Source: an optimization exercise on an open RTL-to-GDS flow (aim: small area, a short achievable clock period and few clock cycles). Production flows keep margins and buffers that such runs may drop.
The RTL was checked by simulation tests, not by an equivalence proof against the original design.
Power and IR drop assume default switching activity.

==> design.v <==
module nasa_fa (
    input  wire       clk,
    input  wire       rst,
    input  wire       in_valid,
    input  wire [7:0] in_data,
    output wire       in_ready,
    output reg        pl_valid,
    output reg  [7:0] pl_data,
    output reg        pl_last,
    output reg        pl_empty
);
    localparam [7:0] STX = 8'h32;
    localparam [7:0] ETX = 8'h34;
    localparam [1:0] S_SRCH = 2'd0, S_L1 = 2'd1, S_L2 = 2'd2, S_BODY = 2'd3;
    localparam [1:0] E_IDLE = 2'd0, E_H1 = 2'd1, E_H2 = 2'd2, E_PAY = 2'd3;
    function [3:0] bcls(input [7:0] b);
        bcls = {(b >= 8'd4) && (b <= 8'd126), b == ETX, b == 8'd0, b == STX};
    endfunction
    function [15:0] crc_step(input [15:0] c_in, input [7:0] b);
        integer i;
        reg [15:0] c;
        begin
            c = c_in ^ {b, 8'h00};
            for (i = 0; i < 8; i = i + 1)
                c = c[15] ? ({c[14:0], 1'b0} ^ 16'h1021) : {c[14:0], 1'b0};
            crc_step = c;
        end
    endfunction
    reg  [1023:0] ring;
    reg  [3:0]    f0;                   
    wire [7:0]    r0   = ring[7:0];
    wire [7:0]    r31  = ring[255:248];
    wire [7:0]    r63  = ring[511:504];
    wire [7:0]    r95  = ring[767:760];
    wire [7:0]    r127 = ring[1023:1016];
    reg           in_ready_q;
    wire          ins = in_valid && in_ready_q;
    always @(posedge clk) begin
        ring <= {ring[1015:0], ins ? in_data : r127};
        f0   <= bcls(ins ? in_data : r127);
    end
    assign in_ready = in_ready_q;
    reg  [6:0]  ph;         
    reg  [6:0]  dt;         
    reg         uany;       
    reg  [6:0]  d;          
    reg         d127;       
    reg  [1:0]  st;
    reg  [6:0]  cs;         
    reg         hi_ok;      
    reg  [6:0]  rem;        
    reg         last_q;     
    reg  [15:0] crc;
    reg         crcz;       
    reg         nv_v;       
    reg         b1_stx, b1_zero, b2_stx;    
    reg  [6:0]  fq0, fq1, fq2, fq3;
    reg  [1:0]  fwp, frp;
    reg  [3:0]  focc;       
    reg  [1:0]  es;
    reg  [1:0]  etap;
    reg  [6:0]  ecnt;
    reg         ezero, eone;    
    wire        fne    = focc[0];
    wire        ffull  = focc[3];
    wire [7:0]  x      = r0;
    wire [3:0]  xf     = f0;
    wire        x_stx  = xf[0];
    wire        x_zero = xf[1];
    wire        x_etx  = xf[2];
    wire        x_len  = xf[3];
    wire        ok_frame = x_etx && crcz;
    wire        body_end = (st == S_BODY) && last_q;
    wire        stall  = ffull && body_end && ok_frame;
    wire        sc_go  = uany && d127 && !stall;
    wire        nv_now   = b2_stx && b1_zero && x_len;
    wire        do_push  = sc_go && body_end && ok_frame;
    wire        jump     = sc_go && body_end && !ok_frame && (nv_v || nv_now);
    wire [6:0]  sp       = ph - 7'd1;
    wire [6:0]  cs_ph    = cs - ph;
    wire [6:0]  dj       = nv_v ? cs_ph : 7'd124;
    reg  [1:0]  st_n;
    reg  [1:0]  cs_sel;     
    always @* begin
        st_n   = st;
        cs_sel = 2'd0;
        if (sc_go) begin
            case (st)
                S_SRCH: if (x_stx) begin cs_sel = 2'd1; st_n = S_L1; end
                S_L1:   st_n = S_L2;
                S_L2: begin
                    if (hi_ok && x_len)  st_n = S_BODY;
                    else if (b1_stx)     begin cs_sel = 2'd2; st_n = S_L2; end
                    else if (x_stx)      begin cs_sel = 2'd1; st_n = S_L1; end
                    else                 st_n = S_SRCH;
                end
                S_BODY: begin
                    if (!last_q)                         st_n = S_BODY;
                    else if (ok_frame || nv_v || nv_now) st_n = S_SRCH;
                    else if (b1_stx)     begin cs_sel = 2'd2; st_n = S_L2; end
                    else if (x_stx)      begin cs_sel = 2'd1; st_n = S_L1; end
                    else                 st_n = S_SRCH;
                end
            endcase
        end
    end
    wire        rebase = ins && !uany;
    wire [6:0]  ph_n   = ph + 7'd1;
    wire        ph_tail = (dt == 7'd0);
    wire        sp_tail = (dt == 7'd1);
    wire        uany_n  = jump || ins || (uany && !(sc_go && sp_tail));
    reg  [7:0]  etb;
    always @* begin
        case (etap)
            2'd0:    etb = r31;
            2'd1:    etb = r63;
            2'd2:    etb = r95;
            default: etb = r127;
        endcase
    end
    reg  [6:0]  front;
    always @* begin
        case (frp)
            2'd0:    front = fq0;
            2'd1:    front = fq1;
            2'd2:    front = fq2;
            default: front = fq3;
        endcase
    end
    wire        e_start = (es == E_IDLE) && fne && (front[4:0] == ph[4:0]);
    wire        e_pop   = (es == E_PAY) && (ezero || eone);
    wire        cand    = (st != S_SRCH);
    wire        empty   = !cand && !uany && !fne;
    wire        jump_mb = (st == S_BODY) && last_q && nv_v;
    wire        nfne_n  = !focc[0] || (!focc[1] && e_pop);
    wire        blk_n   = nfne_n && ((cand && cs_ph == 7'd1) ||
                                     (uany && (d == 7'd1 || jump_mb)));
    wire        in_ready_n = (empty || ins || ph_tail) && !blk_n;
    always @(posedge clk) begin
        if (rst) begin
            ph         <= 7'd0;
            uany       <= 1'b0;
            st         <= S_SRCH;
            focc       <= 4'd0;
            fwp        <= 2'd0;
            frp        <= 2'd0;
            es         <= E_IDLE;
            in_ready_q <= 1'b1;
            pl_valid   <= 1'b0;
            pl_last    <= 1'b0;
            pl_empty   <= 1'b0;
        end else begin
            ph         <= ph_n;
            uany       <= uany_n;
            st         <= st_n;
            in_ready_q <= in_ready_n;
            if (do_push && !e_pop)      focc <= {focc[2:0], 1'b1};
            else if (e_pop && !do_push) focc <= {1'b0, focc[3:1]};
            if (do_push) fwp <= fwp + 2'd1;
            if (e_pop)   frp <= frp + 2'd1;
            pl_valid <= (es == E_PAY);
            pl_last  <= (es == E_PAY) && (ezero || eone);
            pl_empty <= (es == E_PAY) && ezero;
            case (es)
                E_IDLE:  if (e_start) es <= E_H1;
                E_H1:    es <= E_H2;
                E_H2:    es <= E_PAY;
                default: if (ezero || eone) es <= E_IDLE;
            endcase
        end
    end
    always @(posedge clk) begin
        dt <= ins ? 7'd1 : dt + 7'd1;
        if (jump) begin
            d    <= dj;
            d127 <= (dj == 7'd127);
        end else if (sc_go) begin
        end else if (rebase) begin
            d    <= 7'd127;
            d127 <= 1'b1;
        end else begin
            d    <= d - 7'd1;
            d127 <= (d == 7'd0);
        end
        case (cs_sel)
            2'd1: cs <= sp;
            2'd2: cs <= sp - 7'd1;
            default: ;
        endcase
        if (sc_go) begin
            b2_stx  <= b1_stx;
            b1_stx  <= x_stx;
            b1_zero <= x_zero;
            if (st == S_L1 || (cs_sel == 2'd2)) hi_ok <= x_zero;
            if (st == S_L2) begin
                rem    <= x[6:0] - 7'd1;
                last_q <= 1'b0;
                crc    <= 16'd0;
                crcz   <= 1'b1;
                nv_v   <= 1'b0;
            end
            if (st == S_BODY) begin
                if (nv_now) nv_v <= 1'b1;
                crc    <= crc_step(crc, x);
                crcz   <= (crc_step(crc, x) == 16'd0);
                rem    <= rem - 7'd1;
                last_q <= (rem == 7'd2);
            end
        end
        if (do_push) begin
            case (fwp)
                2'd0:    fq0 <= cs;
                2'd1:    fq1 <= cs;
                2'd2:    fq2 <= cs;
                default: fq3 <= cs;
            endcase
        end
        case (es)
            E_IDLE: etap <= ~(front[6:5] - ph[6:5]);
            E_H2: begin
                ecnt  <= etb[6:0] - 7'd4;
                ezero <= (etb == 8'd4);
                eone  <= (etb == 8'd5);
            end
            E_PAY: begin
                ecnt  <= ecnt - 7'd1;
                eone  <= (ecnt == 7'd2);
            end
            default: ;
        endcase
        pl_data <= etb;
    end
endmodule
==> flow/run.sh <==
#!/bin/bash
# Own flow: the standard layout (standard.sh), unchanged synthesis, with
# two changes for the later steps: the port buffers are buf_4 cells instead
# of the smallest buffer, and timing repair aims at a larger setup margin.
set -euo pipefail
bash standard.sh synth > synth.log 2>&1
export SETUP_SLACK_MARGIN=7
export BUFFER_PORTS_ARGS="-buffer_cell sky130_fd_sc_hd__buf_4"
bash standard.sh > layout.log 2>&1
==> standard.sh <==
#!/bin/bash
# synth_recipe.tcl (not shown) runs the flow's synth.tcl, then flattens the netlist and writes it again
# the make line also repeats each setting of config.mk as NAME=value (left out here)
make -C /OpenROAD-flow-scripts/flow DESIGN_CONFIG=/design/flow/config.mk WORK_HOME=/design/flow/orfs CLKGATE_MAP_FILE= SYNTH_SCRIPT=/design/flow/synth_recipe.tcl "${@:-finish}"
==> config.mk <==
export PLATFORM = sky130hd
export DESIGN_NAME = nasa_fa
export DESIGN_NICKNAME = nasa_fa
export VERILOG_FILES = /design/flow/design.v
export SDC_FILE = /design/flow/constraint.sdc
export NUM_CORES = 4
export LEC_CHECK = 0
export ABC_CLOCK_PERIOD_IN_PS = 3000
export CAP_MARGIN = 20
export CORE_MARGIN = 2
export CORE_UTILIZATION = 75
export CTS_BUF_LIST = sky130_fd_sc_hd__clkbuf_4 sky130_fd_sc_hd__clkbuf_8
export CTS_CLUSTER_DIAMETER = 55
export CTS_CLUSTER_SIZE = 20
export SLEW_MARGIN = 20
==> constraint.sdc <==
create_clock -name core_clock -period 10.0 [get_ports {clk}]
set_input_delay 2.0000 -clock core_clock [delete_from_list [all_inputs] [get_ports {clk}]]
set_output_delay 2.0000 -clock core_clock [all_outputs]
set_load 0.01 [all_outputs]
==> run summary <==
## logic make-up after synthesis
group                      share of synthesized area
buffers and inverters                        0.00790
and+or+nand+nor                               0.0380
muxes                                         0.0134
AOI/OAI and AO/OA                             0.0186
DFF                                            0.882
adders and majority gates                     0.0160
xor gates and xnor gates                      0.0242
## how the worst max path moves through the flow
stage / startpoint / end / slack, ps
3_5_place_dp: in_valid / f0[3] / 6440
2_1_floorplan: in_valid / f0[3] / 6710
4_1_cts: in_ready_q / in_ready / 6830
6_report: in_ready_q / in_ready / 6880
3_3_place_gp: in_valid / f0[3] / 6480
5_1_grt: nv_v / cs[6] / 6820
## power breakdown
group | switching (mW) | internal [mW]
Sequential | 0.0582 | 4.76
Combinational | 0.0725 | 0.0645
Clock | 1.28 | 0.753
## final cells by class
class / instances / area (sq um) / share of cell area
flip-flops and latches: 1151 / 23900 / 0.823
multi-input cells: 415 / 3030 / 0.104
clock buffers: 80 / 1040 / 0.0360
well taps: 461 / 577 / 0.0199
repair buffers: 23 / 218 / 0.00750
clock inverters: 10 / 141 / 0.00487
inverters: 36 / 135 / 0.00465
## synthesized netlist by cell type (2+ instances only)
cell type | number | area (sq um)
o21ai_1 | 4 | 20.0
and2_1 | 12 | 75.1
inv_1 | 35 | 131
buf_2 | 6 | 30.0
or4_1 | 2 | 15.0
nor3_1 | 23 | 115
clkbuf_1 | 10 | 37.5
nand2b_1 | 3 | 18.8
xnor2_1 | 51 | 447
nor2b_1 | 7 | 43.8
mux4_2 | 8 | 180
nand2_1 | 40 | 150
o211ai_1 | 3 | 22.5
or2_2 | 4 | 25.0
or3_1 | 2 | 12.5
dfxtp_1 | 1067 | 21400
a222oi_1 | 7 | 70.1
nand4_1 | 5 | 31.3
edfxtp_1 | 84 | 2520
nor4b_1 | 3 | 26.3
and3_1 | 2 | 12.5
nor2_1 | 67 | 251
nand3b_1 | 2 | 15.0
o22ai_1 | 2 | 12.5
o21a_1 | 3 | 22.5
o32a_1 | 2 | 20.0
nor4_1 | 6 | 37.5
a31oi_1 | 8 | 50.1
o21ai_0 | 8 | 40.0
ha_1 | 33 | 413
nand3_1 | 19 | 95.1
xor2_1 | 22 | 193
mux2i_1 | 17 | 170
a21oi_1 | 25 | 125
a311oi_1 | 2 | 17.5
## timing repair
action                                 4_1_cts  5_1_grt
gates cloned                                 0        0
endpoints found under the hold margin        0        0
setup endpoints to repair                   15       16
setup buffers                                1        0
gates resized for setup                     25        5
hold buffers                                 0        0
## per-layer routing
layer / vias up / share of wire / global-route usage / routed length (um)
li1: 5369 / - / - / -
met1: 5105 / 0.48 / 0.285 / 17500
met2: 184 / 0.46 / 0.310 / 16400
met3: 71 / 0.035 / 0.0405 / 1280
met4: 2 / 0.024 / 0.0631 / 863
met5: - / 0.00036 / 0 / 13
==> results.py <==
metrics = {
    "yosys": {
        "ys.flop_type": "dfxtp_1",
        "synthCells": 1619,
        "yosys_warnings": 1,
        "synth_edf_count": 84,
        "synth_nets": 1664,
        "yosysSeqAreaShare": 0.882,
        "synth_area_per_cell_sq_um": 16.7,
        "ys_types": 60,
        "syn_area_sq_um": 27100,
        "synth_seq_cells": 1151,
        "synth-async-reset-ratio": 0,
    },
    "clock_network": {
        "cts_sinks": 1151,
        "cts_tree": "built",
        "clk_pin_slew_worst_paths_ps": 110,
        "cts_max_path_buffers": 3,
        "clock_latency_ps": 640,
        "htree_num_levels": 3,
        "cts_root_buf": "clkbuf_8",
        "cts_buffers": 69,
    },
    "place": {
        "gp_congestion": 0.802,
        "io_buffers": 22,
        "pre_cts_slack_ps": 6440,
        "placed_area_sq_um": 27800,
        "dp_hpwl_um": 20800,
        "placed_cells": 2085,
    },
    "setup_path": {
        "crit_family": "flip-flops",
        "ff2ff_setup_slack_ps": 7070,
        "worstSetupPathType": "reg2out",
        "crit_fanout": 2,
        "r2r_cells": 12,
        "cp.depth": 1,
        "cp-start-kind": "flop",
        "cp_num_buf_inv": 1,
        "worstPathRequired_ps": 8000,
        "cp_slowest_stage_delay_ps": 370,
        "cp_slowest_cell": "dfxtp_4",
        "rr_endpoint": "cs[6]",
        "path_cells": "buf_6",
        "critical_path_arrival_ps": 1120,
        "r2r_start": "nv_v",
        "worstSetupEndpointType": "primary output",
    },
    "floorplan": {
        "ioPinCount": 23,
        "core-area_sq_um": 35600,
        "start_util": 0.761,
        "die_w_um": 194,
        "chipHeight_um": 194,
        "die-area_sq_um": 37600,
        "row_count": 69,
    },
    "detailed_routing": {
        "wl_um": 36100,
        "antenna_left": 0,
        "drt_iter0_drc": 489,
        "drc_errors": 0,
        "vias": 10700,
        "dr.pass1.iters": 5,
        "vias_per_cell": 4.93,
        "wl_per_cell_um": 16.6,
    },
    "global_route": {
        "grt_first_pass_wirelength_um": 58500,
        "grt_pass1_vias": 11100,
        "grt_use_total": 0.198,
        "antenna_found_initial": 1,
        "grt_max_degree": 26,
        "grt_overflow_total": 0,
    },
    "cells_and_area": {
        "fin_cells": 2176,
        "largest_register_ffs": 1024,
        "final_common_cell": "dfxtp_1",
        "final_area_sq_um": 29000,
        "final_util": 0.817,
        "diodes": 0,
        "fin_nets": 1741,
        "final_cell_mix": "1055 x dfxtp_1, 84 x edfxtp_1, 71 x clkbuf_8, 67 x nor2_1, 51 x xnor2_1",
        "area_growth_pct": 7.25,
        "largest-register": "ring",
        "drive_gt1_frac": 0.0886,
        "nFillCells": 1762,
        "reg_top3": "ring (1024), crc (16), pl_data (8)",
    },
    "min_path": {
        "min-delay-start": "ring[150]",
        "hold_class": "reg2reg",
        "hold-path-cell-count": 0,
        "hold_path_end": "ring[158]",
    },
    "timing": {
        "setup_slack_ps": 6880,
        "relSlewSlack": 0.331,
        "fin_skew_ps": 32.9,
        "finalMaxSlewViolations": 0,
        "clock.fmax_mhz": 320,
        "finalHoldViolations": 0,
        "finalSetupTns_ps": 0,
        "worst_pin_slew_ps": 1000,
        "holdWs_ps": 319,
        "rsz0062_at_grt": "true",
        "finalSetupViolations": 0,
        "period_share": 0.312,
        "post-route-min-period_ps": 3120,
    },
    "outcome": {
        "status": "complete, no violations",
    },
    "power_and_ir_drop": {
        "ir_worst_vdd_mv": 0.209,
        "power.density_nw_per_um2": 240,
        "power.total_mw": 6.98,
        "leakage_nw": 11.4,
    },
    "run": {
        "drv_cap": 0,
    },
}
Testbench counts, summed over its fixed seeds: cycles 18,671.

## separate check: timing with driven ports
No port has a modelled driver above. Below, the same layout with a new extraction and two added sets of constraints. Step 1 (the two cells are an assumption about what drives the block):
set clk [get_ports {clk}]
set_driving_cell -lib_cell sky130_fd_sc_hd__clkbuf_16 $clk
set_driving_cell -lib_cell sky130_fd_sc_hd__buf_2 [delete_from_list [all_inputs] $clk]
Step 2 moves the port delays by t, midway between the first and last clock arrival at a register: inputs arrive t later, outputs are due t later. That takes back most of the time a late clock gives input paths. a / b / c = no drivers / after step 1 / after step 2; a / b = the first two.
t (ns): 0.675
slack for setup (ns): 6.880 / 6.831 / 6.461
clock arrival spread, ns: 0.034 / 0.035
worst slew at a driven data input, ns: 0.03
After both steps this run still meets setup and hold. For this run, drivers alone change the setup slack by -0.049 ns; drivers and shift together by -0.419 ns.
